This is an optimization exercise on Yosys and OpenROAD, whose aim is small area, a short achievable clock period and few clock cycles per item, not a production implementation.

==> inputs of build 61 <==
// gr_codec
module gr_codec (
    input  wire        clk,
    input  wire        rst,
    input  wire        enc_in_valid,
    output wire        enc_in_ready,
    input  wire        enc_in_eos,
    input  wire [7:0]  enc_in_rank,
    output wire        enc_out_valid,
    input  wire        enc_out_ready,
    output wire [31:0] enc_out_word,
    output wire        enc_out_last,
    input  wire        dec_in_valid,
    output wire        dec_in_ready,
    input  wire [31:0] dec_in_word,
    output wire        dec_out_valid,
    input  wire        dec_out_ready,
    output wire [7:0]  dec_out_rank,
    output wire        dec_out_eos
);
clock: 10.0 ns
lec_check: 0
abc_area: 1
cap_margin: 20
core_margin: 2
core_utilization: 40
cts_buf_list: sky130_fd_sc_hd__clkbuf_8
cts_cluster_size: 24
place_density: 0.6
setup_slack_margin: 5
slew_margin: 20
run.sh (not shown) runs the stock make flow with config.mk's settings and CLKGATE_MAP_FILE= SYNTH_SCRIPT=/design/flow/synth_recipe.tcl, a recipe that flattens the netlist after the stock synthesis.
==> inputs of trial 4, as changes to build 61 <==
--- a/flow/design.v
+++ b/flow/design.v
@@ -53,11 +53,11 @@
 );
     wire [8:0]  in_sym = in_eos ? 9'd256 : {1'b0, in_rank};
     reg         bv;
     reg  [8:0]  bq;           
     reg  [7:0]  btail;        
-    reg  [2:0]  bk;           
+    reg  [5:0]  bqk;          
     reg         beos;
     reg  [30:0] acc;          
     reg  [4:0]  cnt;          
     reg  [2:0]  zc;           
     reg         flush;        
@@ -69,30 +69,31 @@
     reg         retune;       
     reg         clr;          
     wire        a_eos  = in_eos;
     wire [8:0]  a_q    = in_sym >> k;
     wire [6:0]  a_r    = in_sym[6:0] & ((7'd1 << k) - 7'd1);
+    wire [5:0]  a_qk   = a_q[5:0] + {3'd0, k} + 6'd1;
     wire [5:0]  pos5   = {1'b0, cnt} + {1'b0, bq[4:0]};
     wire        zstep  = (bq[8:5] != 4'd0) || pos5[5];
     wire [3:0]  zw     = bq[8:5] + {3'd0, pos5[5]};         
-    wire [5:0]  tot    = {1'b0, cnt} + {3'd0, bk} + 6'd1 + bq[5:0];
+    wire [5:0]  tot    = {1'b0, cnt} + bqk;
     wire        wfull  = tot[5];
     wire [7:0]  t0     = btail;
     wire [8:0]  t1     = pos5[0] ? {t0, 1'b0}  : {1'b0, t0};
     wire [10:0] t2     = pos5[1] ? {t1, 2'd0}  : {2'd0, t1};
     wire [14:0] t3     = pos5[2] ? {t2, 4'd0}  : {4'd0, t2};
     wire [22:0] t4     = pos5[3] ? {t3, 8'd0}  : {8'd0, t3};
     wire [38:0] t5     = pos5[4] ? {t4, 16'd0} : {16'd0, t4};
+    wire [38:0] comb   = {8'd0, acc & {31{!zstep}}} | t5;
     wire        zfit   = !(pos5[4] && pos5[3]) && !beos;
     wire        free   = !out_valid || out_ready;
     wire        zbusy  = (zc != 3'd0);
     wire        oslot  = free && !zbusy;                    
     wire        pk_out = flush || zstep || wfull || beos;   
     wire        pk_go  = (flush || bv) && (!pk_out || oslot);
     wire        bdone  = pk_go && !flush && (!zstep || zfit);
-    wire        pk_goc = (flush || bv) && (!pk_out || (!out_valid && !zbusy));
-    assign in_ready = (!bv || (pk_goc && !flush && (!zstep || zfit))) && !retune;
+    assign in_ready = (!bv || bdone) && !retune;
     wire        bload  = in_valid && in_ready;
     wire [15:0] sum_next = sum + {8'd0, lr};
     wire [7:0]  count_c  = clr ? 8'd0 : count;
     function [2:0] retune_k;
         input [15:0] s;
@@ -143,26 +144,17 @@
     end
     always @(posedge clk) begin
         if (bload) begin
             bq    <= a_q;
             btail <= {a_r, 1'b1};
-            bk    <= k;
+            bqk   <= a_qk;
             beos  <= a_eos;
         end else if (pk_go && !flush && zstep && !zfit) begin
             bq    <= 9'd0;
+            bqk   <= bqk - bq[5:0];
         end
     end
-    wire        tsend  = !(flush || zstep);
-    wire [31:0] ow     = {1'b0, acc} | (t5[31:0] & {32{tsend}});
-    wire        olast  = flush || (!zstep && beos && (!wfull || tot[4:0] == 5'd0));
-    wire        ka     = !flush && !zstep && !wfull && !beos;
-    wire        kt     = !flush && (zstep ? zfit : (!wfull && !beos));
-    wire        kh     = !flush && !zstep && wfull;
-    wire [30:0] acc_n  = (acc & {31{ka}}) | (t5[30:0] & {31{kt}})
-                         | ({24'd0, t5[38:32]} & {31{kh}});
-    wire [4:0]  cnt_n  = flush ? 5'd0 : zstep ? (zfit ? tot[4:0] : pos5[4:0])
-                         : (beos && !wfull) ? 5'd0 : tot[4:0];
     always @(posedge clk) begin
         if (rst) begin
             acc       <= 31'd0;
             cnt       <= 5'd0;
             zc        <= 3'd0;
@@ -171,32 +163,49 @@
         end else begin
             if (out_ready)
                 out_valid <= 1'b0;
             if (zbusy && free) begin
                 out_valid <= 1'b1;
+                out_word  <= 32'd0;
+                out_last  <= 1'b0;
                 zc        <= zc - 3'd1;
             end
             if (pk_go) begin
-                acc   <= acc_n;
-                cnt   <= cnt_n;
-                flush <= !flush && !zstep && wfull && beos && (tot[4:0] != 5'd0);
-                if (pk_out)
+                if (flush) begin
                     out_valid <= 1'b1;
-                if (!flush && zstep)
-                    zc    <= zw[2:0] - 3'd1;
+                    out_word  <= {1'b0, acc};
+                    out_last  <= 1'b1;
+                    acc       <= 31'd0;
+                    cnt       <= 5'd0;
+                    flush     <= 1'b0;
+                end else if (zstep) begin
+                    out_valid <= 1'b1;
+                    out_word  <= {1'b0, acc};
+                    out_last  <= 1'b0;
+                    acc       <= zfit ? comb[30:0] : 31'd0;
+                    cnt       <= zfit ? tot[4:0] : pos5[4:0];
+                    zc        <= zw[2:0] - 3'd1;
+                end else if (wfull) begin
+                    out_valid <= 1'b1;
+                    out_word  <= comb[31:0];
+                    out_last  <= beos && (tot[4:0] == 5'd0);
+                    acc       <= {24'd0, comb[38:32]};
+                    cnt       <= tot[4:0];
+                    flush     <= beos && (tot[4:0] != 5'd0);
+                end else if (beos) begin
+                    out_valid <= 1'b1;
+                    out_word  <= comb[31:0];
+                    out_last  <= 1'b1;
+                    acc       <= 31'd0;
+                    cnt       <= 5'd0;
+                end else begin
+                    acc <= comb[30:0];
+                    cnt <= tot[4:0];
+                end
             end
         end
     end
-    always @(posedge clk) begin
-        if (zbusy && free) begin
-            out_word <= 32'd0;
-            out_last <= 1'b0;
-        end else if (pk_go && pk_out) begin
-            out_word <= ow;
-            out_last <= olast;
-        end
-    end
 endmodule
 module gr_decoder (
     input  wire        clk,
     input  wire        rst,
     input  wire        in_valid,
@@ -209,14 +218,14 @@
 );
     localparam W = 16;
     reg  [31:0] w0, w1;       
     reg         v0, v1;       
     reg         wp;           
-    reg         h0, h1;       
     reg  [5:0]  p;            
     reg  [8:0]  qacc;         
-    reg  [6:0]  o_r;
+    reg  [W-2:0] o_win;
+    reg  [3:0]  o_tz;
     reg  [7:0]  o_q;
     reg  [2:0]  o_k;
     reg  [2:0]  k;
     reg  [7:0]  count;
     reg  [15:0] sum;
@@ -272,18 +281,10 @@
                 if ((fi >> fb) & 1)
                     tz[fb] = tz[fb] | first[fi];
         end
     end
     wire        found = (win != {W{1'b0}});
-    reg  [6:0]  rb;
-    integer ri, rj;
-    always @(*)
-        for (rj = 0; rj < 7; rj = rj + 1) begin
-            rb[rj] = 1'b0;
-            for (ri = 0; ri + rj + 1 < W; ri = ri + 1)
-                rb[rj] = rb[rj] | (first[ri] & win[ri + rj + 1]);
-        end
     wire [6:0]  lim_s = 7'd31 - {2'd0, po} - {4'd0, k};    
     wire [3:0]  lim_w = 4'd15 - {1'b0, k};
     wire [9:0]  thr   = (10'd256 >> k) - {1'b0, qacc};       
     reg  [W-1:0] m_s, m_fit, m_lo;
     integer mi;
@@ -298,12 +299,11 @@
     wire        d_eos = (win & m_lo) == {W{1'b0}};
     wire        lo0   = (win[7:0] == 8'd0);
     wire [5:0]  p_k   = p + {3'd0, k} + 6'd1;
     wire [5:0]  p_fit = p_k + {2'd0, tz};
     wire [5:0]  p_8   = p + 6'd8;
-    wire        lowp  = (po <= 5'd16);
-    wire        zfull = lowp ? !(cur ? h1 : h0) : nv;
+    wire        zfull = nv || (po <= 5'd16);
     wire [5:0]  p_z   = zfull ? p + 6'd16 : {!cur, 5'd0};
     wire [5:0]  z     = zfull ? 6'd16 : 6'd32 - {1'b0, po};
     wire [9:0]  q_8   = {1'b0, qacc} + 10'd8;
     wire [9:0]  q_z   = {1'b0, qacc} + {4'd0, z};
     wire        go    = cv && !retune;
@@ -334,18 +334,14 @@
             if (push)
                 wp <= !wp;
         end
     end
     always @(posedge clk) begin
-        if (push && !wp) begin
+        if (push && !wp)
             w0 <= in_word;
-            h0 <= (in_word[31:16] == 16'd0);
-        end
-        if (push && wp) begin
+        if (push && wp)
             w1 <= in_word;
-            h1 <= (in_word[31:16] == 16'd0);
-        end
     end
     always @(posedge clk) begin
         if (rst) begin
             qacc      <= 9'd0;
             out_valid <= 1'b0;
@@ -360,16 +356,19 @@
             end
         end
     end
     always @(posedge clk) begin
         if (emit) begin
-            o_r     <= rb & ((7'd1 << k) - 7'd1);
+            o_win   <= win[W-1:1];
+            o_tz    <= tz;
             o_q     <= qacc[7:0] + {4'd0, tz};
             o_k     <= k;
             out_eos <= d_eos;
         end
     end
+    wire [W-2:0] o_u   = o_win >> o_tz;
+    wire [6:0]  o_r    = o_u[6:0] & ((7'd1 << o_k) - 7'd1);
     assign out_rank = out_eos ? 8'd0 : ((o_q << o_k) | {1'b0, o_r});
     wire [15:0] sum_next = sum + {8'd0, out_rank};
     wire [7:0]  count_c  = clr ? 8'd0 : count;
     function [2:0] retune_k;
         input [15:0] s;
- CTS_BUF_LIST: sky130_fd_sc_hd__clkbuf_8 -> unset
- CTS_CLUSTER_SIZE: 24 -> unset
- SETUP_SLACK_MARGIN: 5 -> 4
==> impl_metrics.tcl <==
set metrics [dict create \
    reg2reg_depth 26 \
    synth-xor-area-share_pct 2.59 \
    comb_power_mw 2.66 \
    status "timing/DRC/antenna clean" \
    die_area_sq_um 48200 \
    ir_worst_vdd_uv 108 \
]
That was build 61.
==> impl_metrics.tcl <==
set metrics [dict create \
    status "timing/DRC/antenna clean" \
    synth-xor-area-share_pct 2.74 \
    reg2reg_depth 28 \
    ir_worst_vdd_uv 138 \
    comb_power_mw 2.34 \
    die_area_sq_um 51200 \
]
That was trial 4.
No functional check of the RTL was part of any run of this note.

[what the ideal ports hide]
No port has a modelled driver above. Below, the same layouts with a new extraction and two added sets of constraints. Step 1: set_driving_cell puts a clkbuf_16 on clk and a buf_2 on each other input, an assumption about the parent block. Step 2 adds t to the input delays and takes it off the output delays; t is the mean of the earliest and latest rising clock arrival at the registers after step 1. Input paths then give back, and output paths get back, about the clock's delay inside the block. Slacks: no drivers / after step 1 / after step 2; pairs: no drivers / after step 1.
run | shift t [ns] | slack for setup (ns) | pins driven straight from the clock port
build 61 | 0.659 | 4.818 / 4.766 / 5.167 | 1
trial 4 | 0.605 | 4.210 / 4.181 / 4.181 | 1
After both steps setup and hold are still met in every run listed. The setup slack of trial 4, which loses most, moves by -0.029 ns with the drivers and by -0.029 ns with both steps.
